Source: an optimization exercise on an open RTL-to-GDS flow (aim: small area, a short achievable clock period and few clock cycles). Production flows keep margins and buffers that such runs may drop. RTL that was checked went through simulation tests only; none was proved equivalent to the original. The RTL of runs 1 to 3 was laid out without a check of its function. Power figures rest on the tool's default switching activity, not on a simulated workload.

==> run.sh <==
#!/bin/bash
# synth_recipe.tcl (not shown) runs the flow's synth.tcl, then flattens the netlist and writes it again
# the make line also repeats each setting of config.mk as NAME=value (left out here)
make -C /OpenROAD-flow-scripts/flow DESIGN_CONFIG=/design/flow/config.mk WORK_HOME=/design/flow/orfs CLKGATE_MAP_FILE= SYNTH_SCRIPT=/design/flow/synth_recipe.tcl finish
==> config.mk <==
export PLATFORM = sky130hd
export DESIGN_NAME = xvcd_clkdiv
export DESIGN_NICKNAME = xvcd_clkdiv
export VERILOG_FILES = /design/flow/design.v
export SDC_FILE = /design/flow/constraint.sdc
export NUM_CORES = 4
export LEC_CHECK = 0
export ABC_CLOCK_PERIOD_IN_PS = 3300
export CAP_MARGIN = 20
export CORE_MARGIN = 2
export CORE_UTILIZATION = 40
export PLACE_DENSITY = 0.6
export SETUP_SLACK_MARGIN = 4.7
export SLEW_MARGIN = 20
==> constraint.sdc <==
create_clock -name core_clock -period 8.0 [get_ports {clk}]
set_input_delay 1.6000 -clock core_clock [delete_from_list [all_inputs] [get_ports {clk}]]
set_output_delay 1.6000 -clock core_clock [all_outputs]
set_load 0.01 [all_outputs]
==> design.v <==
module xvcd_clkdiv (
    input  wire        clk,
    input  wire        rst,           
    input  wire        in_valid,
    output reg         in_ready,
    input  wire [31:0] in_hz,         
    input  wire        in_hs,         
    output reg         out_valid,
    input  wire        out_ready,
    output wire [15:0] out_divisor,
    output wire [31:0] out_achieved,  
    output reg         out_base_high,
    output reg         out_clamped,
    output reg         out_err        
);
    localparam [22:0] M_STD = 23'd5_999_999;    
    localparam [1:0] S_WAIT  = 2'd0,    
                     S_SETUP = 2'd3,    
                     S_DIV1  = 2'd1,    
                     S_DIV2  = 2'd2;    
    reg  [1:0]  state;
    reg         held;        
    reg  [22:0] rem;         
    reg  [4:0]  cnt;         
    reg  [22:0] den;         
    reg  [18:0] quo;         
    reg         m_bit;       
    reg         r_small;     
    reg         use_tab;     
    wire waiting = (state == S_WAIT);
    wire setup   = (state == S_SETUP);
    wire accept  = in_valid && in_ready;
    assign out_divisor = den[15:0];
    reg [24:0] tab;
    always @(*) begin
        if (out_base_high)
            tab = den[2] ? 25'd6_000_000 :
                  den[1] ? (den[0] ? 25'd7_500_000  : 25'd10_000_000)
                         : (den[0] ? 25'd15_000_000 : 25'd30_000_000);
        else if (den[3])
            tab = den[2] ? (den[1] ? (den[0] ? 25'd375_000 : 25'd400_000)
                                   : (den[0] ? 25'd428_572 : 25'd461_539))
                         : (den[1] ? (den[0] ? 25'd500_000 : 25'd545_455)
                                   : (den[0] ? 25'd600_000 : 25'd666_667));
        else
            tab = den[2] ? (den[1] ? (den[0] ? 25'd750_000   : 25'd857_143)
                                   : (den[0] ? 25'd1_000_000 : 25'd1_200_000))
                         : (den[1] ? (den[0] ? 25'd1_500_000 : 25'd2_000_000)
                                   : (den[0] ? 25'd3_000_000 : 25'd6_000_000));
    end
    assign out_achieved = {7'd0, use_tab ? tab : {6'd0, quo}};
    wire [18:0] inc_c;
    assign inc_c[0] = 1'b1;
    genvar g;
    generate
        for (g = 0; g < 18; g = g + 1) begin : g_inc
            assign inc_c[g + 1] = &quo[g:0];
        end
    endgenerate
    wire [17:0] quo_inc = quo[17:0] ^ inc_c[17:0];
    function automatic ge_c(input [24:0] x, input [24:0] c);
        integer j;
        reg     r;
        begin
            r = 1'b1;
            for (j = 0; j < 25; j = j + 1)
                r = c[j] ? (x[j] & r) : (x[j] | r);
            ge_c = r;
        end
    endfunction
    wire [24:0] p_hz  = {cnt[1:0], rem};    
    wire        p_big = cnt[2];             
    wire        p_hs  = cnt[3];
    wire ge_92    = p_big | ge_c(p_hz, 25'd92);
    wire ge_2457  = p_big | ge_c(p_hz, 25'd2457);
    wire ge_6m    = p_big | ge_c(p_hz, 25'd6_000_000);
    wire gt_6m    = p_big | ge_c(p_hz, 25'd6_000_001);
    wire gt_30m   = p_big | ge_c(p_hz, 25'd30_000_001);
    wire ge_30m   = p_big | ge_c(p_hz, 25'd30_000_000);
    wire ge_15m   = p_big | ge_c(p_hz, 25'd15_000_000);
    wire ge_10m   = p_big | ge_c(p_hz, 25'd10_000_000);
    wire ge_7m5   = p_big | ge_c(p_hz, 25'd7_500_000);
    wire high     = p_hs & gt_6m;
    wire [2:0] hdiv = ge_30m ? 3'd0 : ge_15m ? 3'd1 : ge_10m ? 3'd2 :
                      ge_7m5 ? 3'd3 : 3'd4;
    wire is_div   = ge_92 & !ge_6m;
    wire [22:0] lz_in = setup ? rem : {3'd0, quo, 1'b1};
    wire [23:0] above;                        
    assign above[23] = 1'b0;
    generate
        for (g = 22; g >= 0; g = g - 1) begin : g_above
            assign above[g] = above[g + 1] | lz_in[g];
        end
    endgenerate
    wire [22:0] lead = lz_in & ~above[23:1];   
    reg [4:0]  k_start;
    reg [22:0] rem_init;
    reg        m_init;
    integer    i;
    always @(*) begin
        k_start  = 5'd0;
        rem_init = 23'd0;
        m_init   = 1'b0;
        for (i = 0; i < 23; i = i + 1) begin
            k_start  = k_start  | ({5{lead[i]}} & (5'd22 - i[4:0]));
            rem_init = rem_init | ({23{lead[i]}} & (M_STD >> (23 - i)));
            m_init   = m_init   | (lead[i] & M_STD[22 - i]);
        end
    end
    wire [4:0]  cnt_dec = cnt - 5'd1;
    wire [23:0] rem_sh  = {rem, m_bit};
    wire [25:0] rem_add = {1'b0, rem_sh, 1'b1} + {2'b11, ~den, state != S_DIV2};
    wire [24:0] rem_sub = rem_add[25:1];
    wire        q_bit   = !rem_sub[24];
    wire [22:0] rem_nxt = q_bit ? rem_sub[22:0] : rem_sh[22:0];
    wire [18:0] q_next  = {quo[17:0], q_bit};
    wire [18:0] q_fin   = q_bit ? {quo_inc, 1'b0} : {quo[17:0], 1'b1};
    wire        last    = (cnt == 5'd0);
    wire        big_q   = (quo[18:3] != 16'd0);    
    wire        start2  = (state == S_DIV1) && last && big_q && !r_small;
    always @(posedge clk) begin
        if (waiting) begin
            if (accept) begin
                rem   <= in_hz[22:0];
                cnt   <= {1'b0, in_hs, in_hz[31:25] != 7'd0, in_hz[24:23]};
            end
        end else if (setup || start2) begin
            rem   <= rem_init;
            cnt   <= k_start;
            m_bit <= m_init;
        end else begin
            rem   <= rem_nxt;
            cnt   <= cnt_dec;
            m_bit <= M_STD[cnt_dec];
        end
    end
    always @(posedge clk) begin
        if (rst) begin
            state     <= S_WAIT;
            held      <= 1'b0;
            in_ready  <= 1'b1;
            out_valid <= 1'b0;
        end else begin
            case (state)
            S_WAIT: begin
                if (out_ready)
                    out_valid <= 1'b0;
                if ((accept || held) && (!out_valid || out_ready)) begin
                    held     <= 1'b0;
                    in_ready <= 1'b0;
                    state    <= S_SETUP;
                end else if (accept) begin
                    held     <= 1'b1;
                    in_ready <= 1'b0;
                end
            end
            S_SETUP: begin
                quo           <= 19'd0;
                den           <= rem;
                r_small       <= !ge_2457;
                use_tab       <= 1'b1;
                out_err       <= !ge_92;
                out_base_high <= high;
                out_clamped   <= p_hs ? gt_30m : gt_6m;
                if (is_div) begin
                    state     <= S_DIV1;
                end else begin
                    if (ge_6m)
                        den <= high ? {20'd0, hdiv} : 23'd0;
                    out_valid <= 1'b1;
                    in_ready  <= 1'b1;
                    state     <= S_WAIT;
                end
            end
            S_DIV1: begin
                if (last) begin
                    den <= q_next[15:0];
                    if (start2) begin
                        quo   <= 19'd0;
                        state <= S_DIV2;
                    end else begin
                        quo       <= den[18:0];
                        use_tab   <= !r_small;
                        out_valid <= 1'b1;
                        in_ready  <= 1'b1;
                        state     <= S_WAIT;
                    end
                end else begin
                    quo <= q_next;
                end
            end
            default: begin   
                quo <= q_next;
                if (last) begin
                    quo       <= q_fin;
                    use_tab   <= 1'b0;
                    out_valid <= 1'b1;
                    in_ready  <= 1'b1;
                    state     <= S_WAIT;
                end
            end
            endcase
        end
    end
endmodule
==> summary.md, run 1 <==
| Metric | Value |
|---|---|
| Critical path startpoint | den[1]$_DFFE_PP_ |
| Cell with the largest stage delay on the worst path | mux4_2 |
| Reg clk slew, reported paths | roughly 0.07 ns |
| Filler Cells Inserted | around 2000 |
| Antenna-violating nets left | 0 |
| Die W | approximately 150 um |
| Placeable core area | approximately 21000 um2 |
| Power density cells | 390 nW/um2 |
| Worst setup path class | flop to primary output |
| Synth-to-layout area growth | 26.9% |
| Pwr Total | approximately 4.2 mW |
| Launch point of the worst hold path | out_valid$_SDFFE_PP0P_ |
| FF-to-FF Start | den[0]$_DFFE_PP_ |
| Boundary pin count | 90 |
| Hold Path End | out_valid$_SDFFE_PP0P_ |
| Dominant combinational cell family by area after synthesis | compound AO/OA/AOI/OAI gates |
| Number of global-route vias before repair | 8464 |
| Number of cells in the finished layout apart from fillers | approximately 1500 |
| Mux contribution to synthesized area | 2.16% |
| Effective utilization at floorplan | between 40% and 50% |
| # H-tree levels | 3 |
| Synth Area in Simple Gates | 23.8% |
| Crit-path most repeated cell | buf_6 |
| Share of final-layout standard cells stronger than drive strength 1 | around a fifth |
| Setup slack on the worst flop-to-flop path | between 4 and 5 ns |
| Number of distinct library cell variants in the gate-level netlist after synthesis | 87 |
| Routability Congestion | 1.00 |
| Cell depth of the worst flop-to-flop path | 16 |
| Sequential-to-total area share from yosys stat | 28.2% |
| Placed wire-length estimate | 22.7 mm |
| Topmost layer with routed signal wires | met4 |
| Vias per cell | about 6.2 |
| Ordered list of cells on the worst path | buf_6 > inv_4 > ha_4 > mux4_2 > mux2_4 > a21oi_4 > buf_6 |
| Number of design rule violations left after detail routing | 0 |
| Area of the multi-input gates | 5780 um2 |
| Part of the cycle the worst path needs | 47.5% |
| Final Setup Violations | 0 |
| Most instantiated flip-flop cell in the synthesis netlist | edfxtp_1 |
| Setup crit start kind | flop |
| Insertion delay of the later-clocked pin in the worst-skew pair | between 0.3 and 0.4 ns |
| Result of the run | no timing/DRC/antenna violations |
| Setup_tns | 0 ns |
| Arrival time of data at the critical path endpoint | 2.20 ns |
| Fraction of the mapped netlist area in adder cells | between 7 and 8% |
| Number of DRC markers in iteration 0 | approximately 850 |
| Count of vias placed by the detailed router | about 9000 |
| Worst endpoint required time | around 6.4 ns |
| Leading cell types in the layout, fill and taps excluded | nand2_1 (143), nor2_1 (77), edfxtp_1 (76) |
| Proportion of register bits with asynchronous set or reset after synthesis | 0% |
| Relative max-transition margin | between 40% and 50% |
| Buffers added on ports | 82 |
| RSZ-0062 raised after global routing | true |
| Pin count of the biggest net entering global routing | 46 |
| Initial antenna violation count | 0 |
| WL met1 | 14.1 mm |
| Netlist Area Pre-Place | approximately 8400 um2 |
| CTS sink count | slightly above 80 |
| Fin nets | ~1300 |
| DP Area | slightly above 9000 um2 |
| CTS tree | built |
| Mean routed wirelength per cell | around 23 um |
| Final standard cell utilization of the core | about half |
| Final Hold Fails | 0 |
| Number of instances in the placed design | 1359 |
| Average instance area after synthesis | ~7.8 um2 |
| Max-cap check violation count | 0 |
| Total Routed Length | 33.4 mm |
| Largest stage delay on the critical path | ~0.45 ns |
| Die height | 149 um |
| Min-delay worst type | flop to flop |
| Leading cell type in the layout, fill and taps excluded | nand2_1 |
| Largest fanout on the critical path | 5 |
| Clock root buffer | clkbuf_16 |
| DIE AREA | approximately 22000 um2 |
| Cell count of the worst hold path | 1 |
| Share of the synthesized area in compound gates (AO/OA/AOI/OAI) | ~29% |
| Setup crit end kind | primary output |
| Critical register-to-register path endpoint | quo[14]$_DFFE_PP_ |
| Number of diodes added for antenna fixing | 0 |
| Global route total overflow | 0 |
| Maximum count of clock buffers along a single path | 2 |
| Total number of yosys warnings | 1 |
| Number of register bits inferred by synthesis | ~80 |
| Pre-antenna DRT Iters | 6 |
| XOR/XNOR share of the synthesized area | around 1.5% |
| Largest vdd supply drop | 0.000302 V |
| Cell family with the largest share of critical-path delay | multiplexers |
| Area taken by flip-flops and latches | between 2000 and 2500 um2 |
| Gate count after technology mapping | approximately 1100 |
| Number of CTS-inserted buffers | 9 |
| Top achievable clock speed | approximately 0.26 GHz |
| Slew of the pin with the lowest slew margin | around 0.78 ns |
| Shortest clock period the worst path allows after layout | ~3.8 ns |
| Met3 routed wirelength | ~2.8 mm |
| Clock skew after layout | 0.0107 ns |
| Site Rows | 53 |
| Routed met2 length | around 15 mm |
| Wire length of the first global-routing pass | around 49 mm |
| Max-slew violations | 0 |
| Leakage dissipation | a little over 4 nW |
| Number of buffer and inverter stages on the critical path | 3 |
| Overall routing resource usage | 29.0% |
| Post-route cell area | approximately 11000 um2 |
| Number of enable-type register cells in the synthesized netlist | 76 |
## synth_stat cells (5+ instances only)
cell type	instances	area, um2
mux2_2	8	90.1
a21oi_1	72	360
nand4_1	8	50.1
o21ai_0	78	390
ha_1	46	576
buf_4	29	218
nand3_1	28	140
a211o_1	6	52.6
nor4_1	14	87.6
a221o_1	8	80.1
o32a_1	6	60.1
clkbuf_1	46	173
buf_2	15	75.1
a21o_1	12	90.1
nor3_1	30	150
inv_1	53	199
xor2_1	9	78.8
o22ai_1	6	37.5
nor2_1	86	323
or3_1	13	81.3
o211ai_1	10	75.1
o32ai_1	8	70.1
a22oi_1	11	82.6
xnor2_1	5	43.8
nand2_1	150	563
and3_1	16	100
a31oi_1	27	169
mux2i_1	7	70.1
o31ai_1	10	75.1
o311ai_0	8	70.1
and2_1	12	75.1
o21a_1	8	60.1
edfxtp_1	76	2280
a211oi_1	14	105
nand2b_1	19	119
nor2b_1	14	87.6
dfxtp_1	5	100
## what timing repair did
item / CTS / global route
gates cloned: 2 / 1
setup buffers: 50 / 30
gates resized for setup: 184 / 62
pin swaps: 29 / 26
hold buffers: 0 / 0
endpoints found under the setup margin: 78 / 63
## routing by layer
metal  GRT usage (%)  vias to the layer above
li1                -                     4178
met1            39.3                     4270
met2            46.8                      486
met3            4.65                       80
met4            10.4                        0
met5               0                        -
## cell families after synthesis
| kind of cell | after synthesis |
|---|---|
| AOI/OAI and AO/OA | 347 |
| adders and majority gates | 47 |
| other | 1 |
| DFF | 81 |
| xor gates and xnor gates | 14 |
| buffers and inverters | 153 |
| muxes | 16 |
| and+or+nand+nor | 418 |
## registers in the layout, indices dropped and copies added, names as in the netlist
signal         cells
held               1
quo               19
out_err            1
use_tab            1
out_valid          1
rem               23
den               23
m_bit              1
cnt                5
out_clamped        1
out_base_high      1
in_ready           1
state              2
r_small            1
## stage by stage
stage                     setup slack, ns  hold slack [ns]
final                                4.20            0.548
after global routing                 4.13            0.590
after CTS                            4.21            0.547
after detailed placement             3.84            0.534
after global placement               3.92            0.531
after floorplan                      4.60            0.510
## report_power, final
part	switching [mW]	internal [mW]
combinational	1.59	1.13
clock	0.203	0.248
sequential	0.314	0.692
total	2.11	2.07
## worst max path at each step
stage                     slack [ns]  cells past startpoint               end
after global placement          3.92                      6  out_achieved[17]
final                           4.20                      7  out_achieved[17]
after floorplan                 4.60                      5  out_achieved[17]
after detailed placement        3.84                      6  out_achieved[17]
after CTS                       4.21                      7  out_achieved[17]
after global routing            4.13                      7  out_achieved[17]
## final cells by class
class	count	share of cell area [%]
multi-input cells	849	54.0
repair buffers	183	15.7
clock inverters	7	0.771
inverters	54	2.06
clock buffers	9	2.10
flip-flops and latches	81	22.2
well taps	275	3.21
==> inputs of run 2 (changes only) <==
--- a/config.mk
+++ b/config.mk
@@ -5,10 +5,10 @@
 export SDC_FILE = /design/flow/constraint.sdc
 export NUM_CORES = 4
 export LEC_CHECK = 0
-export ABC_CLOCK_PERIOD_IN_PS = 3300
+export ABC_CLOCK_PERIOD_IN_PS = 3500
 export CAP_MARGIN = 20
 export CORE_MARGIN = 2
 export CORE_UTILIZATION = 40
 export PLACE_DENSITY = 0.6
-export SETUP_SLACK_MARGIN = 4.7
+export SETUP_SLACK_MARGIN = 4.5
 export SLEW_MARGIN = 20
==> run 2 against run 1 <==
Against the previous run: still clean; flip-flop and latch count stayed put; maximum frequency is 0.71% higher; first-iteration DRC count is 24% higher; sequential power is 4% higher; sequential share of layout area is 1.5 points higher; clock power is 4% lower; largest power group unchanged; highest routed layer unchanged.
==> summary.md, run 2 <==
| Metric | Value |
|---|---|
| Cell taking the most area after synthesis | edfxtp_1 |
| Maximum count of clock buffers along a single path | 2 (unchanged) |
| Arrival time of data at the critical path endpoint | 2.18 ns (-0.02 ns) |
| Buffers added on ports | 82 (unchanged) |
| Initial antenna violation count | 1 (+1) |
| Number of distinct library cell variants in the gate-level netlist after synthesis | 87 (unchanged) |
| Placement Setup Slack | 3.69 ns (-0.154 ns) |
| Setup_tns | 0 ns (unchanged) |
| Dominant combinational cell family by area after synthesis | compound AO/OA/AOI/OAI gates |
| Most instantiated flip-flop cell in the synthesis netlist | edfxtp_1 |
| Setup crit start kind | flop |
| DIE AREA | 22300 um2 (unchanged) |
| Boundary pin count | 90 (unchanged) |
| Total number of yosys warnings | 1 (unchanged) |
| Die height | 149 um (unchanged) |
| Clock skew after layout | 0.0140 ns (+0.00331 ns) |
| Largest vdd supply drop | 0.000165 V (-45%) |
| Vias per cell | 6.21 (+0.49%) |
| Gate count after technology mapping | 1077 (unchanged) |
| Leakage dissipation | 3.79 nW (-7.7%) |
| Hold Path End | out_valid$_SDFFE_PP0P_ |
| Cell depth of the worst flop-to-flop path | 9 (-7) |
| Routability Congestion | 0.957 (-4.5%) |
| Min-delay worst type | flop to flop |
| Netlist Area Pre-Place | 8440 um2 (unchanged) |
| Critical register-to-register path endpoint | quo[7]$_DFFE_PP_ |
| Top-count cell post-synth | nand2_1 |
| Wire length of the first global-routing pass | 48.8 mm (-1.4%) |
| Launch point of the worst hold path | out_valid$_SDFFE_PP0P_ |
| Relative max-transition margin | 45.4% (-2.3 points) |
| Share of final-layout standard cells stronger than drive strength 1 | 15.6% (-5.1 points) |
| RSZ-0062 raised after global routing | true |
| Count of vias placed by the detailed router | 8791 (-2.5%) |
| Leading post-synthesis cells by cell area | edfxtp_1 (27%), ha_1 (6.8%), nand2_1 (6.7%) |
| Number of cells in the finished layout apart from fillers | 1415 (-2.9%) |
| Placeable core area | 20900 um2 (unchanged) |
| Number of enable-type register cells in the synthesized netlist | 76 (unchanged) |
| Number of instances in the placed design | 1360 (+0.074%) |
| Max-slew violations | 0 (unchanged) |
| Setup crit end kind | primary output |
| Synth-to-layout area growth | 18.7% |
| Insertion delay of the later-clocked pin in the worst-skew pair | 0.37 ns (about the same) |
| Largest fanout on the critical path | 4 (-1) |
| Die W | 149 um (unchanged) |
| CTS sink count | 81 (unchanged) |
| Mux contribution to synthesized area | 2.16% (unchanged) |
| Fraction of the mapped netlist area in adder cells | 7.05% (unchanged) |
| Area share of the largest cell type after synthesis | 27.0% (unchanged) |
| Worst setup path class | flop to primary output |
| Part of the cycle the worst path needs | 47.2% (-0.33 points) |
| Number of design rule violations left after detail routing | 0 (unchanged) |
| Effective utilization at floorplan | 40.4% (unchanged) |
| Pin count of the biggest net entering global routing | 66 (+43%) |
| Post-route cell area | 10000 um2 (-6.4%) |
| Slew of the pin with the lowest slew margin | 0.818 ns (+0.0389 ns) |
| Number of register bits inferred by synthesis | 81 (unchanged) |
| Max-cap check violation count | 0 (unchanged) |
| Leading cell types in the layout, fill and taps excluded | nand2_1 (144), nor2_1 (79), edfxtp_1 (76) |
| Global route total overflow | 0 (unchanged) |
| Final Setup Violations | 0 (unchanged) |
| Leading cell type in the layout, fill and taps excluded | nand2_1 |
| FF-to-FF Start | rem[12]$_DFFE_PN_ |
| Number of global-route vias before repair | 8218 (-2.9%) |
| Mean routed wirelength per cell | 22.9 um (about the same) |
| Result of the run | no timing/DRC/antenna violations |
| XOR/XNOR share of the synthesized area | 1.45% (unchanged) |
| Reg clk slew, reported paths | 0.07 ns (about the same) |
| Placed wire-length estimate | 23.1 mm (+2.0%) |
| Top achievable clock speed | 0.265 GHz (+0.71%) |
| Clock root buffer | clkbuf_16 |
| DP Area | 9270 um2 (about the same) |
| Final setup margin | 4.22 ns (+0.0268 ns) |
| Average instance area after synthesis | 7.84 um2 (unchanged) |
| Synth Area in Simple Gates | 23.8% (unchanged) |
| Setup slack on the worst flop-to-flop path | 4.60 ns (-0.10 ns) |
| Proportion of register bits with asynchronous set or reset after synthesis | 0% (unchanged) |
| Fin nets | 1219 (-3.4%) |
| Most frequent cells after synthesis | nand2_1 (150), nor2_1 (86), o21ai_0 (78), edfxtp_1 (76), a21oi_1 (72) |
| Overall routing resource usage | 28.8% (-0.23 points) |
| CTS tree | built |
| Power density cells | 389 nW/um2 (-0.43%) |
| Worst endpoint required time | 6.40 ns (about the same) |
| Share of the synthesized area in compound gates (AO/OA/AOI/OAI) | 28.5% (unchanged) |
| Pre-antenna DRT Iters | 6 (unchanged) |
| Number of diodes added for antenna fixing | 0 (unchanged) |
| Number of DRC markers in iteration 0 | 1054 (+24%) |
| Site Rows | 53 (unchanged) |
| Antenna-violating nets left | 0 (unchanged) |
| Sequential-to-total area share from yosys stat | 28.2% (unchanged) |
| Registers with the highest flip-flop counts | den x23, rem x23, quo x19 |
| Shortest clock period the worst path allows after layout | 3.78 ns (-0.0268 ns) |
| Final Hold Fails | 0 (unchanged) |
| Total Routed Length | 32.4 mm (-3.0%) |
| Number of CTS-inserted buffers | 9 (unchanged) |
| Cell count of the worst hold path | 1 (unchanged) |
| # H-tree levels | 3 (unchanged) |
-- run 2: final cells by class --
class / count / area, um2
multi-input cells: 849 / 5570
fillers: 2114 / 10900
repair buffers: 140 / 1220
clock buffers: 9 / 225
inverters: 54 / 215
well taps: 275 / 344
clock inverters: 7 / 66.3
flip-flops and latches: 81 / 2380
-- run 2: worst max-delay path by stage --
stage | startpoint | to | slack [ns] | cells after the start
after floorplan | den[0]$_DFFE_PP_ | out_achieved[17] | 4.55 | 5
after global placement | den[2]$_DFFE_PP_ | quo[13]$_DFFE_PP_ | 3.79 | 11
after detailed placement | den[2]$_DFFE_PP_ | quo[13]$_DFFE_PP_ | 3.69 | 11
after CTS | den[1]$_DFFE_PP_ | out_achieved[17] | 4.22 | 6
after global routing | den[1]$_DFFE_PP_ | out_achieved[17] | 4.16 | 6
final | den[1]$_DFFE_PP_ | out_achieved[17] | 4.22 | 6
-- run 2: through the flow --
step           hold slack (ns)  utilization (%)  power (mW)
6_report                 0.540             48.0        3.90
4_1_cts                  0.544             47.2        3.77
5_1_grt                  0.587             48.0        4.14
3_5_place_dp             0.525             44.4        3.25
2_1_floorplan            0.510                -        2.57
3_3_place_gp             0.524             44.4        3.24
-- run 2: where the power goes --
group          internal, mW  total, mW  switching, mW  leakage (nW)
clock                 0.220      0.432          0.213         0.138
sequential            0.692       1.05          0.361         0.764
combinational         0.965       2.41           1.45          2.88
-- run 2: what timing repair did --
item / 4_1_cts / 5_1_grt
pin swaps: 10 / 20
setup endpoints to repair: 70 / 44
setup buffers: 28 / 11
hold buffers: 0 / 0
resized for setup: 113 / 50
-- run 2: critical path, stage by stage, from the launching register on --
cell      delay, ns
edfxtp_1       0.47
inv_2          0.15
ha_4           0.22
mux4_2         0.45
mux2_4         0.28
a21oi_2        0.10
buf_2          0.14
-- run 2: layer usage --
layer | vias up | global-route usage [%] | share of wire [%]
met5 | - | 0 | 0
met4 | 0 | 10.0 | 3.3
li1 | 4095 | - | -
met2 | 438 | 46.1 | 46
met1 | 4188 | 39.6 | 43
met3 | 70 | 4.28 | 8.3
-- run 2: logic make-up after synthesis --
logic type	Yosys count
other cells	1
simple gates	418
fa+ha+maj	47
compound gates	347
mux	16
xor+xnor	14
buf+inv	153
flops	81
==> inputs of run 3 (changes only) <==
--- a/design.v
+++ b/design.v
@@ -14,19 +14,19 @@
     output reg         out_err        
 );
     localparam [22:0] M_STD = 23'd5_999_999;    
-    localparam [1:0] S_WAIT  = 2'd0,    
-                     S_SETUP = 2'd3,    
-                     S_DIV1  = 2'd1,    
-                     S_DIV2  = 2'd2;    
-    reg  [1:0]  state;
+    localparam [2:0] S_WAIT  = 3'd0,    
+                     S_SETUP = 3'd3,    
+                     S_DIV1  = 3'd1,    
+                     S_DIV2  = 3'd2,    
+                     S_TAB   = 3'd4;    
+    reg  [2:0]  state;
     reg         held;        
     reg  [22:0] rem;         
     reg  [4:0]  cnt;         
     reg  [22:0] den;         
-    reg  [18:0] quo;         
+    reg  [24:0] quo;         
     reg         m_bit;       
     reg         r_small;     
-    reg         use_tab;     
     wire waiting = (state == S_WAIT);
     wire setup   = (state == S_SETUP);
     wire accept  = in_valid && in_ready;
@@ -48,7 +48,7 @@
                          : (den[1] ? (den[0] ? 25'd1_500_000 : 25'd2_000_000)
                                    : (den[0] ? 25'd3_000_000 : 25'd6_000_000));
     end
-    assign out_achieved = {7'd0, use_tab ? tab : {6'd0, quo}};
+    assign out_achieved = {7'd0, quo};
     wire [18:0] inc_c;
     assign inc_c[0] = 1'b1;
     genvar g;
@@ -84,7 +84,7 @@
     wire [2:0] hdiv = ge_30m ? 3'd0 : ge_15m ? 3'd1 : ge_10m ? 3'd2 :
                       ge_7m5 ? 3'd3 : 3'd4;
     wire is_div   = ge_92 & !ge_6m;
-    wire [22:0] lz_in = setup ? rem : {3'd0, quo, 1'b1};
+    wire [22:0] lz_in = setup ? rem : {3'd0, quo[18:0], 1'b1};
     wire [23:0] above;                        
     assign above[23] = 1'b0;
     generate
@@ -113,8 +113,8 @@
     wire [24:0] rem_sub = rem_add[25:1];
     wire        q_bit   = !rem_sub[24];
     wire [22:0] rem_nxt = q_bit ? rem_sub[22:0] : rem_sh[22:0];
-    wire [18:0] q_next  = {quo[17:0], q_bit};
-    wire [18:0] q_fin   = q_bit ? {quo_inc, 1'b0} : {quo[17:0], 1'b1};
+    wire [24:0] q_next  = {6'd0, quo[17:0], q_bit};
+    wire [24:0] q_fin   = q_bit ? {6'd0, quo_inc, 1'b0} : {6'd0, quo[17:0], 1'b1};
     wire        last    = (cnt == 5'd0);
     wire        big_q   = (quo[18:3] != 16'd0);    
     wire        start2  = (state == S_DIV1) && last && big_q && !r_small;
@@ -155,18 +155,18 @@
                 end
             end
             S_SETUP: begin
-                quo           <= 19'd0;
+                quo           <= 25'd0;
                 den           <= rem;
                 r_small       <= !ge_2457;
-                use_tab       <= 1'b1;
                 out_err       <= !ge_92;
                 out_base_high <= high;
                 out_clamped   <= p_hs ? gt_30m : gt_6m;
                 if (is_div) begin
                     state     <= S_DIV1;
+                end else if (ge_6m) begin
+                    den       <= high ? {20'd0, hdiv} : 23'd0;
+                    state     <= S_TAB;
                 end else begin
-                    if (ge_6m)
-                        den <= high ? {20'd0, hdiv} : 23'd0;
                     out_valid <= 1'b1;
                     in_ready  <= 1'b1;
                     state     <= S_WAIT;
@@ -175,12 +175,13 @@
             S_DIV1: begin
                 if (last) begin
                     den <= q_next[15:0];
+                    quo <= 25'd0;
                     if (start2) begin
-                        quo   <= 19'd0;
                         state <= S_DIV2;
+                    end else if (!r_small) begin
+                        state <= S_TAB;
                     end else begin
-                        quo       <= den[18:0];
-                        use_tab   <= !r_small;
+                        quo       <= {2'd0, den};
                         out_valid <= 1'b1;
                         in_ready  <= 1'b1;
                         state     <= S_WAIT;
@@ -189,16 +190,21 @@
                     quo <= q_next;
                 end
             end
-            default: begin   
+            S_DIV2: begin
                 quo <= q_next;
                 if (last) begin
                     quo       <= q_fin;
-                    use_tab   <= 1'b0;
                     out_valid <= 1'b1;
                     in_ready  <= 1'b1;
                     state     <= S_WAIT;
                 end
             end
+            default: begin   
+                quo       <= tab;
+                out_valid <= 1'b1;
+                in_ready  <= 1'b1;
+                state     <= S_WAIT;
+            end
             endcase
         end
     end
--- a/config.mk
+++ b/config.mk
@@ -5,10 +5,10 @@
 export SDC_FILE = /design/flow/constraint.sdc
 export NUM_CORES = 4
 export LEC_CHECK = 0
-export ABC_CLOCK_PERIOD_IN_PS = 3500
+export ABC_CLOCK_PERIOD_IN_PS = 3300
 export CAP_MARGIN = 20
 export CORE_MARGIN = 2
 export CORE_UTILIZATION = 40
 export PLACE_DENSITY = 0.6
-export SETUP_SLACK_MARGIN = 4.5
+export SETUP_SLACK_MARGIN = 4.7
 export SLEW_MARGIN = 20
==> run 3 against run 2 <==
Against the previous run: maximum frequency up 16%; die area down 2.0%; global-route usage down 0.077 points; critical endpoint is now out_achieved[11]; combinational power up 18%; still clean; utilization up 2.1 points; sequential power up 9.5%; flip-flop and latch count up 6; synthesized cell count down 3.6%; setup slack better by 0.51 ns.
==> summary.md, run 3 <==
| Metric | Value |
|---|---|
| Result of the run | no timing/DRC/antenna violations |
| Sequential group share of total power | 25.9% (-1.1 points) |
| Global route total overflow | 0 (unchanged) |
| Register with the most flip-flops | quo |
| Count of hold-fix buffers inserted at cts | 0 (unchanged) |
| Pre-antenna DRT Iters | 6 (unchanged) |
| Routability Congestion | 0.955 (-0.23%) |
| Clock network fraction of design power | 10.5% (-0.6 points) |
| Arrival time of data at the critical path endpoint | 1.66 ns (-0.52 ns) |
| Largest fanout on the critical path | 10 (+6) |
| Relative max-transition margin | 36.9% (-8.5 points) |
| Max-slew violations | 0 (unchanged) |
| CTS sink count | 87 (+7.4%) |
| Proportion of register bits with asynchronous set or reset after synthesis | 0% (unchanged) |
| Ordered list of cells on the worst path | clkdlybuf4s50_1 |
| Average instance area after synthesis | 7.96 um2 (+1.6%) |
| Top-count cell post-synth | nand2_1 |
| Effective utilization at floorplan | 40.8% (+0.44 points) |
| Max-cap check violation count | 0 (unchanged) |
| Number of diodes added for antenna fixing | 0 (unchanged) |
| Site Rows | 52 (-1.9%) |
| Maximum count of clock buffers along a single path | 2 (unchanged) |
| Synth-to-layout area growth | 22.6% |
| Total number of yosys warnings | 1 (unchanged) |
| Most instantiated flip-flop cell in the synthesis netlist | edfxtp_1 |
| Boundary pin count | 90 (unchanged) |
| Worst endpoint required time | 6.40 ns (about the same) |
| Share of final-layout standard cells stronger than drive strength 1 | 13.1% (-2.5 points) |
| Cell taking the most area after synthesis | edfxtp_1 |
| Post-route cell area | 10100 um2 (+1.1%) |
| CTS tree | built |
| # H-tree levels | 3 (unchanged) |
| Pin count of the biggest net entering global routing | 39 (-41%) |
| Buffers added on ports | 82 (unchanged) |
| Filler Cells Inserted | 1981 (-6.3%) |
| DP Area | 9110 um2 (-1.8%) |
| Count of vias placed by the detailed router | 8754 (-0.42%) |
| RSZ-0062 raised after global routing | true |
| Wire length of the first global-routing pass | 47.8 mm (-1.9%) |
| Number of design rule violations left after detail routing | 0 (unchanged) |
| Number of buffer and inverter stages on the critical path | 1 (-1) |
| Cell with the largest stage delay on the worst path | edfxtp_1 |
| Combinational group share of total power | 63.7% (+1.8 points) |
| Most frequent cells after synthesis | nand2_1 (120), a21oi_1 (86), o21ai_0 (86), edfxtp_1 (81), nor2_1 (79) |
| Placeable core area | 20200 um2 (-3.1%) |
| Number of register bits inferred by synthesis | 87 (+7.4%) |
| Min-delay worst type | flop to flop |
| Final Hold Fails | 0 (unchanged) |
| Number of instances in the placed design | 1311 (-3.6%) |
| Sequential-to-total area share from yosys stat | 30.9% (+2.7 points) |
| Worst setup path class | flop to primary output |
| Antenna-violating nets left | 0 (unchanged) |
| Number of enable-type register cells in the synthesized netlist | 81 (+6.6%) |
| Final Setup Violations | 0 (unchanged) |
| Area share of the largest cell type after synthesis | 29.4% (+2.4 points) |
| Leading cell type in the layout, fill and taps excluded | nand2_1 |
| Placed wire-length estimate | 22.5 mm (-2.7%) |
| Clock root buffer | clkbuf_16 |
| Power density cells | 440 nW/um2 (+13%) |
| Mean routed wirelength per cell | 23.5 um (+2.4%) |
| Part of the cycle the worst path needs | 40.8% (-6.4 points) |
| Overall routing resource usage | 28.7% (-0.077 points) |
| Fin nets | 1192 (-2.2%) |
| Number of CTS-inserted buffers | 9 (unchanged) |
| Shortest clock period the worst path allows after layout | 3.26 ns (-0.513 ns) |
| Internal power | 2.23 mW (+19%) |
| Initial antenna violation count | 0 (-1) |
| Largest register FFs | 25 |
| Leakage dissipation | 3.84 nW (+1.4%) |
| Setup crit end kind | primary output |
| Registers with the highest flip-flop counts | quo x25, den x23, rem x23 |
| Top achievable clock speed | 0.307 GHz (+16%) |
| Leading cell types in the layout, fill and taps excluded | nand2_1 (119), a21oi_1 (85), o21ai_0 (84) |
| Largest stage delay on the critical path | 0.67 ns (+0.20 ns) |
| Slew of the pin with the lowest slew margin | 0.934 ns (+0.116 ns) |
| Leading post-synthesis cells by cell area | edfxtp_1 (29%), ha_1 (6.8%), nand2_1 (5.4%) |
| Clock skew after layout | 0.00965 ns (-0.00439 ns) |
| Cell family with the largest share of critical-path delay | flip-flops |
| NetSw | 2.23 mW (+11%) |
| Number of DRC markers in iteration 0 | 1226 (+16%) |
| Setup crit start kind | flop |
| Die height | 148 um (-1.0%) |
| Number of distinct library cell variants in the gate-level netlist after synthesis | 80 (-8.0%) |
| Vias per cell | 6.33 (+1.9%) |
| Number of global-route vias before repair | 7861 (-4.3%) |
| Gate count after technology mapping | 1038 (-3.6%) |
| Die W | 148 um (-1.0%) |
| Setup_tns | 0 ns (unchanged) |
| Net switching share of the total power | 50.0% (-1.8 points) |
| Reg clk slew, reported paths | 0.07 ns (about the same) |
| Number of cells in the finished layout apart from fillers | 1383 (-2.3%) |
| Insertion delay of the later-clocked pin in the worst-skew pair | 0.36 ns (about the same) |
| Netlist Area Pre-Place | 8270 um2 (-2.1%) |
| Total Routed Length | 32.4 mm (+0.12%) |
| Largest vdd supply drop | 0.000214 V (+29%) |
| DIE AREA | 21800 um2 (-2.0%) |
[run 3: changes by cell type in the layout (fill, tap and decap cells not counted), sizes merged, moves of 8 or more]
cell,previous run,this run
a21oi,76,86
clkdlybuf4s50,58,82
inv,57,46
mux2i,7,15
nand2,151,120
nand2b,19,10
nand3,28,41
nor2,87,79
or3,13,5
xnor2,5,20
[run 3: what timing repair did]
action                                  4_1_cts  5_1_grt
cloned                                        2        3
gates resized for setup                      30       30
buffers inserted                             10       42
endpoints found under the setup margin       51       48
pin swaps                                     4        8
[run 3: routing by layer]
layer	wire (um)	share of wire (%)	track usage, %
met2	14300	44	43.3
met3	3100	9.5	4.72
met4	1440	4.4	11.9
met1	13600	42	40.8
met5	0	0	0
[run 3: power groups by stage]
stage / sequential [mW] / clock, mW / combinational (mW)
floorplan: 0.923 / 0 / 1.79
global placement: 1.20 / 0 / 2.33
detailed placement: 1.19 / 0 / 2.34
CTS: 1.17 / 0.471 / 2.45
global route: 1.16 / 0.485 / 3.08
finish: 1.15 / 0.468 / 2.84
[run 3: cell families after synthesis]
kind of cell               after synthesis  share of synthesized area [%]
DFF                                     87                           30.9
adders and majority gates               46                           7.05
other                                    1                         0.0454
muxes                                   21                           3.09
and+or+nand+nor                        378                           22.6
AOI/OAI and AO/OA                      325                           25.0
xor gates and xnor gates                31                           3.28
buffers and inverters                  149                           8.07
[run 3: path summary, 6_finish.rpt]
path / slack, ns / end / cells after the start / start
setup / recovery: 4.74 / out_achieved[11] / 1 / quo[11]$_DFFE_PP_
hold reg to reg: 0.50 / out_valid$_SDFFE_PP0P_ / 2 / out_valid$_SDFFE_PP0P_
setup reg to reg: 4.76 / rem[5]$_DFFE_PN_ / 10 / rem[3]$_DFFE_PN_
hold / removal: 0.50 / out_valid$_SDFFE_PP0P_ / 2 / out_valid$_SDFFE_PP0P_
[run 3: final cells by class]
class	instances	area [um2]	area share, %
sequential	87	2560	25.3
timing repair buffer	154	1460	14.4
inverter	48	188	1.85
multi-input combinational	809	5280	52.1
tap	270	338	3.33
clock inverter	5	81.3	0.803
clock buffer	10	229	2.26
[run 3: stage by stage]
| stage | power (mW) | hold WS (ns) | util [%] | setup slack, ns |
|---|---|---|---|---|
| global route | 4.73 | 0.544 | 50.1 | 4.65 |
| global placement | 3.53 | 0.491 | 45.0 | 3.44 |
| floorplan | 2.71 | 0.511 | - | 4.69 |
| detailed placement | 3.53 | 0.498 | 45.0 | 3.32 |
| finish | 4.46 | 0.501 | 50.1 | 4.74 |
| CTS | 4.09 | 0.510 | 47.5 | 4.70 |
==> inputs of run 4 (changes only) <==
--- a/design.v
+++ b/design.v
@@ -26,6 +26,7 @@
     reg  [22:0] den;         
     reg  [24:0] quo;         
     reg         m_bit;       
+    reg  [4:0]  qlen;        
     reg         r_small;     
     wire waiting = (state == S_WAIT);
     wire setup   = (state == S_SETUP);
@@ -84,28 +85,27 @@
     wire [2:0] hdiv = ge_30m ? 3'd0 : ge_15m ? 3'd1 : ge_10m ? 3'd2 :
                       ge_7m5 ? 3'd3 : 3'd4;
     wire is_div   = ge_92 & !ge_6m;
-    wire [22:0] lz_in = setup ? rem : {3'd0, quo[18:0], 1'b1};
-    wire [23:0] above;                        
-    assign above[23] = 1'b0;
-    generate
-        for (g = 22; g >= 0; g = g - 1) begin : g_above
-            assign above[g] = above[g + 1] | lz_in[g];
-        end
-    endgenerate
-    wire [22:0] lead = lz_in & ~above[23:1];   
+    reg [4:0] r_len;
+    integer   i;
+    always @(*) begin
+        r_len = 5'd1;
+        for (i = 1; i < 23; i = i + 1)
+            if (rem[i]) r_len = i[4:0] + 5'd1;
+    end
+    wire [4:0]  len      = setup ? r_len : qlen + 5'd1;
     reg [4:0]  k_start;
     reg [22:0] rem_init;
     reg        m_init;
-    integer    i;
     always @(*) begin
         k_start  = 5'd0;
         rem_init = 23'd0;
         m_init   = 1'b0;
-        for (i = 0; i < 23; i = i + 1) begin
-            k_start  = k_start  | ({5{lead[i]}} & (5'd22 - i[4:0]));
-            rem_init = rem_init | ({23{lead[i]}} & (M_STD >> (23 - i)));
-            m_init   = m_init   | (lead[i] & M_STD[22 - i]);
-        end
+        for (i = 0; i < 23; i = i + 1)
+            if (len == i[4:0] + 5'd1) begin
+                k_start  = 5'd22 - i[4:0];
+                rem_init = M_STD >> (23 - i);
+                m_init   = M_STD[22 - i];
+            end
     end
     wire [4:0]  cnt_dec = cnt - 5'd1;
     wire [23:0] rem_sh  = {rem, m_bit};
@@ -116,6 +116,7 @@
     wire [24:0] q_next  = {6'd0, quo[17:0], q_bit};
     wire [24:0] q_fin   = q_bit ? {6'd0, quo_inc, 1'b0} : {6'd0, quo[17:0], 1'b1};
     wire        last    = (cnt == 5'd0);
+    wire        quo_nz  = (quo[18:0] != 19'd0);
     wire        big_q   = (quo[18:3] != 16'd0);    
     wire        start2  = (state == S_DIV1) && last && big_q && !r_small;
     always @(posedge clk) begin
@@ -156,6 +157,7 @@
             end
             S_SETUP: begin
                 quo           <= 25'd0;
+                qlen          <= 5'd0;
                 den           <= rem;
                 r_small       <= !ge_2457;
                 out_err       <= !ge_92;
@@ -187,7 +189,8 @@
                         state     <= S_WAIT;
                     end
                 end else begin
-                    quo <= q_next;
+                    quo  <= q_next;
+                    qlen <= quo_nz ? qlen + 5'd1 : {4'd0, q_bit};
                 end
             end
             S_DIV2: begin
--- a/config.mk
+++ b/config.mk
@@ -5,10 +5,10 @@
 export SDC_FILE = /design/flow/constraint.sdc
 export NUM_CORES = 4
 export LEC_CHECK = 0
-export ABC_CLOCK_PERIOD_IN_PS = 3300
+export ABC_CLOCK_PERIOD_IN_PS = 3200
 export CAP_MARGIN = 20
 export CORE_MARGIN = 2
 export CORE_UTILIZATION = 40
 export PLACE_DENSITY = 0.6
-export SETUP_SLACK_MARGIN = 4.7
+export SETUP_SLACK_MARGIN = 4.85
 export SLEW_MARGIN = 20
==> run 4 against run 3 <==
Against the previous run: highest routed layer unchanged; clock skew fell by 0.0019 ns; sequential share of layout area rose by 0.74 points; still clean; clock power fell by 15%; global-route usage fell by 2.0 points.
==> summary.md, run 4 <==
| Metric | Value |
|---|---|
| Result of the run | no timing/DRC/antenna violations |
| Setup crit end kind | flop |
| Antenna-violating nets left | 0 (unchanged) |
| Relative max-transition margin | 35.8% (-1.1 points) |
| Slew of the pin with the lowest slew margin | 0.961 ns (+0.0274 ns) |
| Reg clk slew, reported paths | 0.07 ns (about the same) |
| Largest fanout on the critical path | 14 (+4) |
| Final setup margin | 4.85 ns (+0.108 ns) |
| Global route total overflow | 0 (unchanged) |
| Register with the most flip-flops | quo |
| NetSw | 1.93 mW (-14%) |
| Placed wire-length estimate | 20.9 mm (-7.3%) |
| Final Hold Fails | 0 (unchanged) |
| Power density cells | 374 nW/um2 (-15%) |
| Site Rows | 53 (+1.9%) |
| Ordered list of cells on the worst path | nor2_1 > o311ai_0 > a21oi_1 > nor2_4 > nor2_1 > o2bb2ai_1 > o32ai_2 > nor2_1 |
| Share of final-layout standard cells stronger than drive strength 1 | 14.7% (+1.6 points) |
| Buffers added on ports | 82 (unchanged) |
| Clock skew after layout | 0.00772 ns (-0.00193 ns) |
| Arrival time of data at the critical path endpoint | 3.25 ns (+1.59 ns) |
| CTS sink count | 92 (+5.7%) |
| Count of vias placed by the detailed router | 8788 (+0.39%) |
| Leading post-synthesis cells by cell area | edfxtp_1 (30%), ha_1 (6.6%), a21oi_1 (5.0%) |
| Boundary pin count | 90 (unchanged) |
| Clock network fraction of design power | 10.3% (-0.2 points) |
| Sequential-to-total area share from yosys stat | 31.6% (+0.75 points) |
| Fin nets | 1197 (+0.42%) |
| Number of DRC markers in iteration 0 | 1011 (-18%) |
| Post-route cell area | 10400 um2 (+2.8%) |
| Number of instances in the placed design | 1318 (+0.53%) |
| Vias per cell | 6.31 (-0.33%) |
| Setup_tns | 0 ns (unchanged) |
| Pin count of the biggest net entering global routing | 40 (+2.6%) |
| Final standard cell utilization of the core | 49.5% (-0.55 points) |
| Worst setup path class | flop to flop |
| Min Hold Slack | 0.517 ns (+0.0168 ns) |
| Max-slew violations | 0 (unchanged) |
| DIE AREA | 22500 um2 (+3.3%) |
| Pwr Total | 3.89 mW (-13%) |
| Number of design rule violations left after detail routing | 0 (unchanged) |
| Min-delay worst type | flop to flop |
| Shortest clock period the worst path allows after layout | 3.15 ns (-0.108 ns) |
| Largest stage delay on the critical path | 0.61 ns (-0.06 ns) |
| Effective utilization at floorplan | 40.6% (-0.21 points) |
| Leading cell type in the layout, fill and taps excluded | nand2_1 |
| Leading cell types in the layout, fill and taps excluded | nand2_1 (91), edfxtp_1 (86), a21oi_1 (83) |
| Proportion of register bits with asynchronous set or reset after synthesis | 0% (unchanged) |
| Largest register FFs | 25 (unchanged) |
| Routability Congestion | 0.923 (-3.4%) |
| Number of CTS-inserted buffers | 9 (unchanged) |
| Largest vdd supply drop | 0.000155 V (-28%) |
| CTS tree | built |
| Number of diodes added for antenna fixing | 0 (unchanged) |
| Clock root buffer | clkbuf_16 |
| Total number of yosys warnings | 1 (unchanged) |
| Number of cells in the finished layout apart from fillers | 1393 (+0.72%) |
| Netlist Area Pre-Place | 8540 um2 (+3.4%) |
| Crit-path most repeated cell | nor2_1 |
| Overall routing resource usage | 26.7% (-2.0 points) |
| Wire length of the first global-routing pass | 46.1 mm (-3.7%) |
| Max-cap check violation count | 0 (unchanged) |
| Die height | 150 um (+1.6%) |
| Most instantiated flip-flop cell in the synthesis netlist | edfxtp_1 |
| Number of global-route vias before repair | 7950 (+1.1%) |
| Cell taking the most area after synthesis | edfxtp_1 |
| Average instance area after synthesis | 8.25 um2 (+3.7%) |
| Count of hold-fix buffers inserted at cts | 0 (unchanged) |
| DP Area | 9350 um2 (+2.7%) |
| Area share of the largest cell type after synthesis | 30.2% (+0.80 points) |
| Part of the cycle the worst path needs | 39.4% (-1.3 points) |
| Worst endpoint required time | 8.10 ns (+1.70 ns) |
| Net switching share of the total power | 49.5% (-0.54 points) |
| Filler Cells Inserted | 2008 (+1.4%) |
| Synth-to-layout area growth | 21.9% |
| Most frequent cells after synthesis | nand2_1 (93), nor2_1 (88), a21oi_1 (86), edfxtp_1 (86), o21ai_0 (86) |
| Setup crit start kind | flop |
| Number of register bits inferred by synthesis | 92 (+5.7%) |
| RSZ-0062 raised after global routing | true |
| Pre-antenna DRT Iters | 6 (unchanged) |
| Top achievable clock speed | 0.317 GHz (+3.4%) |
| Mean routed wirelength per cell | 21.9 um (-6.7%) |
| Insertion delay of the later-clocked pin in the worst-skew pair | 0.36 ns (about the same) |
| Gate count after technology mapping | 1035 (-0.29%) |
| Maximum count of clock buffers along a single path | 2 (unchanged) |
| # H-tree levels | 3 (unchanged) |
| Internal power | 1.96 mW (-12%) |
| Combinational group share of total power | 62.7% (-1.0 points) |
| Top-count cell post-synth | nand2_1 |
| Leakage dissipation | 3.87 nW (+0.76%) |
| Sequential group share of total power | 27.0% (+1.1 points) |
| Registers with the highest flip-flop counts | quo x25, den x23, rem x23 |
| Placeable core area | 21000 um2 (+3.9%) |
| Die W | 150 um (+1.6%) |
| Total Routed Length | 30.5 mm (-6.1%) |
| Number of enable-type register cells in the synthesized netlist | 86 (+6.2%) |
| Final Setup Violations | 0 (unchanged) |
| Placement Setup Slack | 3.69 ns (+0.363 ns) |
| Initial antenna violation count | 0 (unchanged) |
| Number of distinct library cell variants in the gate-level netlist after synthesis | 94 (+18%) |
| Cell with the largest stage delay on the worst path | edfxtp_1 |
## run 4: cell count changes in the layout (fill, tap and decap cells not counted), sizes merged, moves of 5 or more
cell    previous run  this run
nand2            120        94
a211oi            13        25
a31oi             23        11
nor2              79        91
a21o              16         7
and2              12         4
edfxtp            81        86
nand3b             8         3
nor3              39        34
## run 4: power groups by stage
stage	Sequential, mW	Clock (mW)	Combinational, mW
2_1_floorplan	0.933	0	1.54
3_3_place_gp	1.14	0	1.99
3_5_place_dp	1.13	0	1.99
4_1_cts	1.06	0.400	2.20
5_1_grt	1.06	0.418	2.66
6_report	1.05	0.399	2.44
## run 4: path summary, 6_finish.rpt
kind,cells after the start,slack (ns),to,start
worst min-delay path,2,0.52,out_valid$_SDFFE_PP0P_,out_valid$_SDFFE_PP0P_
worst min register to register,2,0.52,out_valid$_SDFFE_PP0P_,out_valid$_SDFFE_PP0P_
worst max register to register,8,4.85,rem[0]$_DFFE_PN_,rem[9]$_DFFE_PN_
worst max-delay path,8,4.85,rem[0]$_DFFE_PN_,rem[9]$_DFFE_PN_
## run 4: cells by family (layout without fill, tap and decap cells)
kind of cell	Yosys count	count (layout)	share of synthesized area, %
other cells	1	7	0.0439
mux	13	13	1.67
compound gates	361	361	28.5
xor+xnor	30	30	3.16
buf+inv	138	214	7.70
flops	92	92	31.6
fa+ha+maj	47	47	6.94
simple gates	353	354	20.3
## run 4: routing by layer
layer  vias to the layer above  wire (um)  GRT usage (%)  part of all wire (%)
met5                         -          0              0                     0
met4                         0        900           8.49                   3.0
met3                        68       2540           4.09                   8.3
met2                       507      13900           42.5                    46
met1                      4145      13100           37.3                    43
li1                       4068          -              -                     -
## run 4: what timing repair did
action,in CTS,in global routing
gates cloned,1,0
gates resized for setup,31,46
setup endpoints to repair,54,51
pin swaps,7,8
setup buffers,29,30
## run 4: area by class of cell
cell class | instances | area [um2] | share of cell area, %
sequential | 92 | 2710 | 26.0
tap | 275 | 344 | 3.30
clock buffer | 12 | 236 | 2.27
clock inverter | 3 | 15.0 | 0.144
inverter | 45 | 181 | 1.74
timing repair buffer | 154 | 1410 | 13.5
multi-input combinational | 812 | 5520 | 53.0
## run 4: worst max-delay path, delay by kind of cell (launching register included)
family	cells	cell delay (ns)
compound gates	4	1.22
flops	1	0.61
simple gates	4	1.05
Testbench counts of run 4, summed over its fixed seeds: cycles 16,329.
==> inputs of run 5 (changes only) <==
--- a/config.mk
+++ b/config.mk
@@ -5,10 +5,10 @@
 export SDC_FILE = /design/flow/constraint.sdc
 export NUM_CORES = 4
 export LEC_CHECK = 0
-export ABC_CLOCK_PERIOD_IN_PS = 3200
+export ABC_CLOCK_PERIOD_IN_PS = 3300
 export CAP_MARGIN = 20
 export CORE_MARGIN = 2
 export CORE_UTILIZATION = 40
 export PLACE_DENSITY = 0.6
-export SETUP_SLACK_MARGIN = 4.85
+export SETUP_SLACK_MARGIN = 4.7
 export SLEW_MARGIN = 20
==> run 5 against run 4 <==
Against the previous run: total power shrank 1.2%; non-clock buffer count decreased by 19; die area unchanged; setup slack got worse by 0.038 ns; largest cell class unchanged; design area shrank 2.5%; wire length decreased by 2.3%; via count decreased by 1.7%; register-to-register slack worse by 0.04 ns; cell count down 1.5%; clock power grew 25%; sequential power grew 4%.
==> summary.md, run 5 <==
| Metric | Value |
|---|---|
| Leading cell types in the layout, fill and taps excluded | nand2_1 (91), edfxtp_1 (86), o21ai_0 (85) |
| Mean routed wirelength per cell | 21.7 um (-0.81%) |
| Area share of the largest cell type after synthesis | 30.2% (unchanged) |
| Critical path startpoint | rem[11]$_DFFE_PN_ |
| Shortest clock period the worst path allows after layout | 3.19 ns (+0.0379 ns) |
| Count of hold-fix buffers inserted at cts | 0 (unchanged) |
| Result of the run | no timing/DRC/antenna violations |
| Power density cells | 379 nW/um2 (+1.4%) |
| Number of enable-type register cells in the synthesized netlist | 86 (unchanged) |
| Largest register FFs | 25 (unchanged) |
| Leakage dissipation | 3.78 nW (-2.3%) |
| Cell with the largest stage delay on the worst path | edfxtp_1 |
| Register with the most flip-flops | quo |
| CTS sink count | 92 (unchanged) |
| Average instance area after synthesis | 8.25 um2 (unchanged) |
| Most instantiated flip-flop cell in the synthesis netlist | edfxtp_1 |
| CTS tree | built |
| Clock root buffer | clkbuf_16 |
| Count of vias placed by the detailed router | 8639 (-1.7%) |
| Total number of yosys warnings | 1 (unchanged) |
| Synth-to-layout area growth | 18.8% |
| Number of DRC markers in iteration 0 | 1097 (+8.5%) |
| Fin nets | 1177 (-1.7%) |
| Pin count of the biggest net entering global routing | 40 (unchanged) |
| Min-delay worst type | flop to flop |
| DIE AREA | 22500 um2 (unchanged) |
| RSZ-0062 raised after global routing | false |
| Die height | 150 um (unchanged) |
| Critical register-to-register path endpoint | quo[15]$_DFFE_PP_ |
| Filler Cells Inserted | 2060 (+2.6%) |
| Routability Congestion | 0.963 (+4.3%) |
| FF-to-FF Start | rem[11]$_DFFE_PN_ |
| Insertion delay of the later-clocked pin in the worst-skew pair | 0.36 ns (about the same) |
| Worst endpoint required time | 8.10 ns (about the same) |
| Leading post-synthesis cells by cell area | edfxtp_1 (30%), ha_1 (6.6%), a21oi_1 (5.0%) |
| Relative max-transition margin | 38.3% (+2.5 points) |
| # H-tree levels | 3 (unchanged) |
| Vias per cell | 6.30 (-0.19%) |
| Gate count after technology mapping | 1035 (unchanged) |
| Global route total overflow | 0 (unchanged) |
| Leading cell type in the layout, fill and taps excluded | nand2_1 |
| Largest vdd supply drop | 0.000170 V (+9.9%) |
| Setup_tns | 0 ns (unchanged) |
| Share of final-layout standard cells stronger than drive strength 1 | 11.3% (-3.4 points) |
| Reg clk slew, reported paths | 0.07 ns (about the same) |
| Antenna-violating nets left | 0 (unchanged) |
| Cell depth of the worst flop-to-flop path | 11 (+3) |
| Initial antenna violation count | 0 (unchanged) |
| Setup slack on the worst flop-to-flop path | 4.81 ns (-0.04 ns) |
| Setup crit end kind | flop |
| Worst setup path class | flop to flop |
| Total Routed Length | 29.8 mm (-2.3%) |
| Placed wire-length estimate | 21.1 mm (+1.0%) |
| Number of design rule violations left after detail routing | 0 (unchanged) |
| Boundary pin count | 90 (unchanged) |
| Clock skew after layout | 0.00619 ns (-0.00153 ns) |
| Site Rows | 53 (unchanged) |
| Most frequent cells after synthesis | nand2_1 (93), nor2_1 (88), a21oi_1 (86), edfxtp_1 (86), o21ai_0 (86) |
| Netlist Area Pre-Place | 8540 um2 (unchanged) |
| Cell taking the most area after synthesis | edfxtp_1 |
| End point of the critical path | quo[15]$_DFFE_PP_ |
| Top-count cell post-synth | nand2_1 |
| Launch point of the worst hold path | out_valid$_SDFFE_PP0P_ |
| Maximum count of clock buffers along a single path | 2 (unchanged) |
| Largest fanout on the critical path | 12 (-2) |
| Placeable core area | 21000 um2 (unchanged) |
| Registers with the highest flip-flop counts | quo x25, den x23, rem x23 |
| Slew of the pin with the lowest slew margin | 0.922 ns (-0.0390 ns) |
| Number of distinct library cell variants in the gate-level netlist after synthesis | 94 (unchanged) |
| Max-slew violations | 0 (unchanged) |
| Largest stage delay on the critical path | 0.63 ns (+0.02 ns) |
| Final setup margin | 4.81 ns (-0.0379 ns) |
| Number of global-route vias before repair | 7714 (-3.0%) |
| Ordered list of cells on the worst path | ha_1 > nand4_1 > nor2_1 > nand3_1 > a211oi_4 > buf_4 > o21ai_4 > buf_12 > o31a_1 > o21ai_0 > a22oi_1 |
| Placement Setup Slack | 3.50 ns (-0.190 ns) |
| Proportion of register bits with asynchronous set or reset after synthesis | 0% (unchanged) |
| Setup crit start kind | flop |
| Effective utilization at floorplan | 40.6% (unchanged) |
| Top achievable clock speed | 0.313 GHz (-1.2%) |
| Final Hold Fails | 0 (unchanged) |
| Die W | 150 um (unchanged) |
| Part of the cycle the worst path needs | 39.9% (+0.47 points) |
| Number of register bits inferred by synthesis | 92 (unchanged) |
| Arrival time of data at the critical path endpoint | 3.29 ns (+0.04 ns) |
| Number of diodes added for antenna fixing | 0 (unchanged) |
| Number of CTS-inserted buffers | 9 (unchanged) |
| Pre-antenna DRT Iters | 6 (unchanged) |
| Wire length of the first global-routing pass | 45.1 mm (-2.0%) |
| Sequential-to-total area share from yosys stat | 31.6% (unchanged) |
| Final Setup Violations | 0 (unchanged) |
| Buffers added on ports | 82 (unchanged) |
| Overall routing resource usage | 26.0% (-0.70 points) |
| Max-cap check violation count | 0 (unchanged) |
run 5: cell counts after synthesis:
No cell type changed its count.
run 5: stage by stage:
stage / instances / hold slack [ns] / utilization [%] / power [mW] / area, um2
3_3_place_gp: 1319 / 0.508 / 44.5 / 3.13 / 9360
4_1_cts: 1344 / 0.526 / 46.9 / 3.69 / 9860
3_5_place_dp: 1319 / 0.518 / 44.5 / 3.13 / 9360
2_1_floorplan: 1041 / 0.519 / - / 2.47 / 8570
5_1_grt: 1372 / 0.545 / 48.3 / 4.07 / 10100
6_report: 1372 / 0.519 / 48.3 / 3.84 / 10100
run 5: layout make-up:
cell class | instances | area [um2] | share of cell area [%]
Clock buffer | 9 | 225 | 2.22
Timing Repair Buffer | 135 | 1240 | 12.2
Tap cell | 275 | 344 | 3.39
Sequential cell | 92 | 2710 | 26.7
Inverter | 45 | 178 | 1.75
Clock inverter | 5 | 103 | 1.01
Multi-Input combinational cell | 811 | 5350 | 52.7
run 5: cell families after synthesis:
group           count (synthesis)  share of synthesized area [%]
flops                          92                           31.6
other cells                     1                         0.0439
fa+ha+maj                      47                           6.94
simple gates                  353                           20.3
xor+xnor                       30                           3.16
compound gates                361                           28.5
buf+inv                       138                           7.70
mux                            13                           1.67
run 5: metal layers:
metal,global-route usage (%),share of wire (%)
met1,36.7,43
met2,40.1,46
met3,4.61,9.1
met4,9.06,2.1
met5,0,0
run 5: where the power goes:
| group | leakage (nW) | internal [mW] | switching [mW] | total [mW] |
|---|---|---|---|---|
| combinational | 2.75 | 0.900 | 1.35 | 2.25 |
| sequential | 0.870 | 0.775 | 0.316 | 1.09 |
| clock | 0.157 | 0.302 | 0.197 | 0.499 |
| total | 3.78 | 1.98 | 1.87 | 3.84 |
run 5: worst min path at each step:
stage,to,cells after the start
detailed placement,out_valid$_SDFFE_PP0P_,2
finish,out_valid$_SDFFE_PP0P_,2
floorplan,out_valid$_SDFFE_PP0P_,2
CTS,out_valid$_SDFFE_PP0P_,2
global route,out_valid$_SDFFE_PP0P_,2
global placement,out_valid$_SDFFE_PP0P_,2
run 5: worst max-delay path: cells and delay by family, from the launching register on:
family	cells	cell delay, ns
fa+ha+maj	1	0.45
simple gates	3	0.68
buf+inv	2	0.34
compound gates	5	0.83
flops	1	0.63
run 5: repair_timing:
action,4_1_cts,5_1_grt
setup endpoints to repair,51,42
pin swaps,2,5
setup buffers,11,28
resized for setup,21,16
==> inputs of run 6 (changes only) <==
==> flow/run.sh (new file) <==
#!/bin/bash
# The standard layout (the standard.sh), with the port buffers that
# buffer_ports inserts at placement made the smallest plain buffer; the
# resizer still upsizes them where timing needs it.
set -euo pipefail
export BUFFER_PORTS_ARGS="-buffer_cell sky130_fd_sc_hd__buf_1"
bash standard.sh > standard.log 2>&1
==> standard.sh (new file) <==
#!/bin/bash
# synth_recipe.tcl (not shown) runs the flow's synth.tcl, then flattens the netlist and writes it again
# the make line also repeats each setting of config.mk as NAME=value (left out here)
make -C /OpenROAD-flow-scripts/flow DESIGN_CONFIG=/design/flow/config.mk WORK_HOME=/design/flow/orfs CLKGATE_MAP_FILE= SYNTH_SCRIPT=/design/flow/synth_recipe.tcl "${@:-finish}"
--- a/config.mk
+++ b/config.mk
@@ -6,9 +6,9 @@
 export NUM_CORES = 4
 export LEC_CHECK = 0
 export ABC_CLOCK_PERIOD_IN_PS = 3300
-export CAP_MARGIN = 20
+export CAP_MARGIN = 0
 export CORE_MARGIN = 2
 export CORE_UTILIZATION = 40
 export PLACE_DENSITY = 0.6
 export SETUP_SLACK_MARGIN = 4.7
-export SLEW_MARGIN = 20
+export SLEW_MARGIN = 0
removed: run.sh
==> run 6 against run 5 <==
Against the previous run: still clean on timing, DRC and antenna; register-to-register slack about the same; clock power shrank 14%; sequential power about the same; clock-buffer cell count rose by 2; largest cell class unchanged; largest power group unchanged; highest routed layer unchanged.
==> summary.md, run 6 <==
| Metric | Value |
|---|---|
| Setup crit start kind | flop |
| Number of diodes added for antenna fixing | 0 (unchanged) |
| CTS tree | built |
| Die W | 150 um (unchanged) |
| Number of distinct library cell variants in the gate-level netlist after synthesis | 94 (unchanged) |
| Boundary pin count | 90 (unchanged) |
| Total Routed Length | 30.8 mm (+3.4%) |
| Reg clk slew, reported paths | 0.08 ns (about the same) |
| Leakage dissipation | 3.52 nW (-6.9%) |
| Most instantiated flip-flop cell in the synthesis netlist | edfxtp_1 |
| Placed wire-length estimate | 21.0 mm (-0.44%) |
| Worst endpoint required time | 8.11 ns (about the same) |
| RSZ-0062 raised after global routing | true |
| Vias per cell | 6.48 (+2.9%) |
| Result of the run | no timing/DRC/antenna violations |
| Relative max-transition margin | 38.7% (+0.36 points) |
| Power density cells | 394 nW/um2 (+4.1%) |
| Setup crit end kind | flop |
| Shortest clock period the worst path allows after layout | 3.19 ns (-0.00219 ns) |
| Effective utilization at floorplan | 40.6% (unchanged) |
| Number of global-route vias before repair | 7912 (+2.6%) |
| CTS sink count | 92 (unchanged) |
| Max-cap check violation count | 0 (unchanged) |
| Wire length of the first global-routing pass | 46.2 mm (+2.3%) |
| Pin count of the biggest net entering global routing | 40 (unchanged) |
| Overall routing resource usage | 26.8% (+0.81 points) |
| Most frequent cells after synthesis | nand2_1 (93), nor2_1 (88), a21oi_1 (86), edfxtp_1 (86), o21ai_0 (86) |
| Leading post-synthesis cells by cell area | edfxtp_1 (30%), ha_1 (6.6%), a21oi_1 (5.0%) |
| Clock skew after layout | 0.0135 ns (+0.00735 ns) |
| Global route total overflow | 0 (unchanged) |
| Setup_tns | 0 ns (unchanged) |
| Final Setup Violations | 0 (unchanged) |
| Initial antenna violation count | 0 (unchanged) |
| Largest vdd supply drop | 0.000157 V (-7.5%) |
| Final Hold Fails | 0 (unchanged) |
| Gate count after technology mapping | 1035 (unchanged) |
| Largest register FFs | 25 (unchanged) |
| Worst setup path class | flop to flop |
| Leading cell type in the layout, fill and taps excluded | nand2_1 |
| Placement Setup Slack | 3.77 ns (+0.279 ns) |
| Largest fanout on the critical path | 14 (+2) |
| Synth-to-layout area growth | 12.1% |
| DIE AREA | 22500 um2 (unchanged) |
| Proportion of register bits with asynchronous set or reset after synthesis | 0% (unchanged) |
| Top achievable clock speed | 0.313 GHz (about the same) |
| Share of final-layout standard cells stronger than drive strength 1 | 11.1% (-0.20 points) |
| Buffers added on ports | 82 (unchanged) |
| Fin nets | 1177 (unchanged) |
| Routability Congestion | 0.960 (-0.25%) |
| Sequential-to-total area share from yosys stat | 31.6% (unchanged) |
| # H-tree levels | 3 (unchanged) |
| Number of CTS-inserted buffers | 9 (unchanged) |
| Placeable core area | 21000 um2 (unchanged) |
| Area share of the largest cell type after synthesis | 30.2% (unchanged) |
| Post-route cell area | 9580 um2 (-5.6%) |
| Setup slack on the worst flop-to-flop path | 4.81 ns (about the same) |
| Largest stage delay on the critical path | 0.48 ns (-0.15 ns) |
| DP Area | 8840 um2 (-5.5%) |
| Number of DRC markers in iteration 0 | 1171 (+6.7%) |
| Final standard cell utilization of the core | 45.6% (-2.7 points) |
| Ordered list of cells on the worst path | buf_4 > or2_2 > a2111oi_0 > a21oi_1 > nor2_4 > nand2_1 > o2bb2ai_1 > o32ai_1 > nor2_1 |
| Number of register bits inferred by synthesis | 92 (unchanged) |
| Register with the most flip-flops | quo |
| Antenna-violating nets left | 0 (unchanged) |
| Mean routed wirelength per cell | 22.4 um (+3.2%) |
| Total number of yosys warnings | 1 (unchanged) |
| Number of design rule violations left after detail routing | 0 (unchanged) |
| Registers with the highest flip-flop counts | quo x25, den x23, rem x23 |
| Netlist Area Pre-Place | 8540 um2 (unchanged) |
| Insertion delay of the later-clocked pin in the worst-skew pair | 0.37 ns (about the same) |
| Top-count cell post-synth | nand2_1 |
==> run 6: stage by stage <==
step	hold slack (ns)	total power [mW]
after CTS	0.520	3.61
after detailed placement	0.509	3.07
after global placement	0.501	3.06
after floorplan	0.519	2.47
after global routing	0.560	3.99
final	0.515	3.78
==> run 6: layout make-up <==
class	instances	area, um2
well taps	275	344
inverters	45	181
clock inverters	5	36.3
flip-flops and latches	92	2710
repair buffers	134	727
multi-input cells	812	5340
fillers	2090	11400
clock buffers	11	243
==> run 6: logic make-up (layout without fill, tap and decap cells) <==
group	Yosys count	after routing	synth area share (%)
compound gates	361	361	28.5
simple gates	353	354	20.3
buf+inv	138	195	7.70
flops	92	92	31.6
fa+ha+maj	47	47	6.94
xor+xnor	30	30	3.16
mux	13	13	1.67
other cells	1	7	0.0439
==> run 6: timing repair <==
action                                  4_1_cts  5_1_grt
buffers inserted                             21       17
resized for setup                            17       17
endpoints found under the setup margin       48       37
gates cloned                                  1        0
pin swaps                                     3        5
==> run 6: worst max-delay path, delay by kind of cell, from the launching register on <==
kind / cells / cell delay, ns
AO/OA/AOI/OAI: 4 / 1.30
buffers and inverters: 1 / 0.20
flip-flops: 1 / 0.48
AND/OR/NAND/NOR: 4 / 0.94
==> run 6: worst paths after layout <==
check                               from                endpoint  depth (start not counted)
setup reg to reg        rem[8]$_DFFE_PN_        rem[0]$_DFFE_PN_                          9
hold / removal    out_valid$_SDFFE_PP0P_  out_valid$_SDFFE_PP0P_                          2
hold reg to reg   out_valid$_SDFFE_PP0P_  out_valid$_SDFFE_PP0P_                          2
setup / recovery        rem[8]$_DFFE_PN_        rem[0]$_DFFE_PN_                          9
==> run 6: metal layers <==
layer,global-route usage [%],part of all wire [%],vias to the layer above
met1,38.8,42,4238
met5,0,0,-
met4,10.7,3.2,0
met3,4.06,10,81
li1,-,-,4019
met2,39.9,44,565
==> run 6: power breakdown <==
part / switching, mW / leakage (nW) / internal, mW / total [mW]
logic: 1.41 / 2.52 / 0.850 / 2.26
registers: 0.317 / 0.869 / 0.775 / 1.09
clock network: 0.211 / 0.128 / 0.220 / 0.431

Setup slack of run 6, layout unchanged: 4.810 ns with ideal ports, 4.810 ns with driving cells assumed (clock clkbuf_16, inputs buf_2), 4.810 ns with port delays also shifted by the 0.410 ns mid clock arrival.
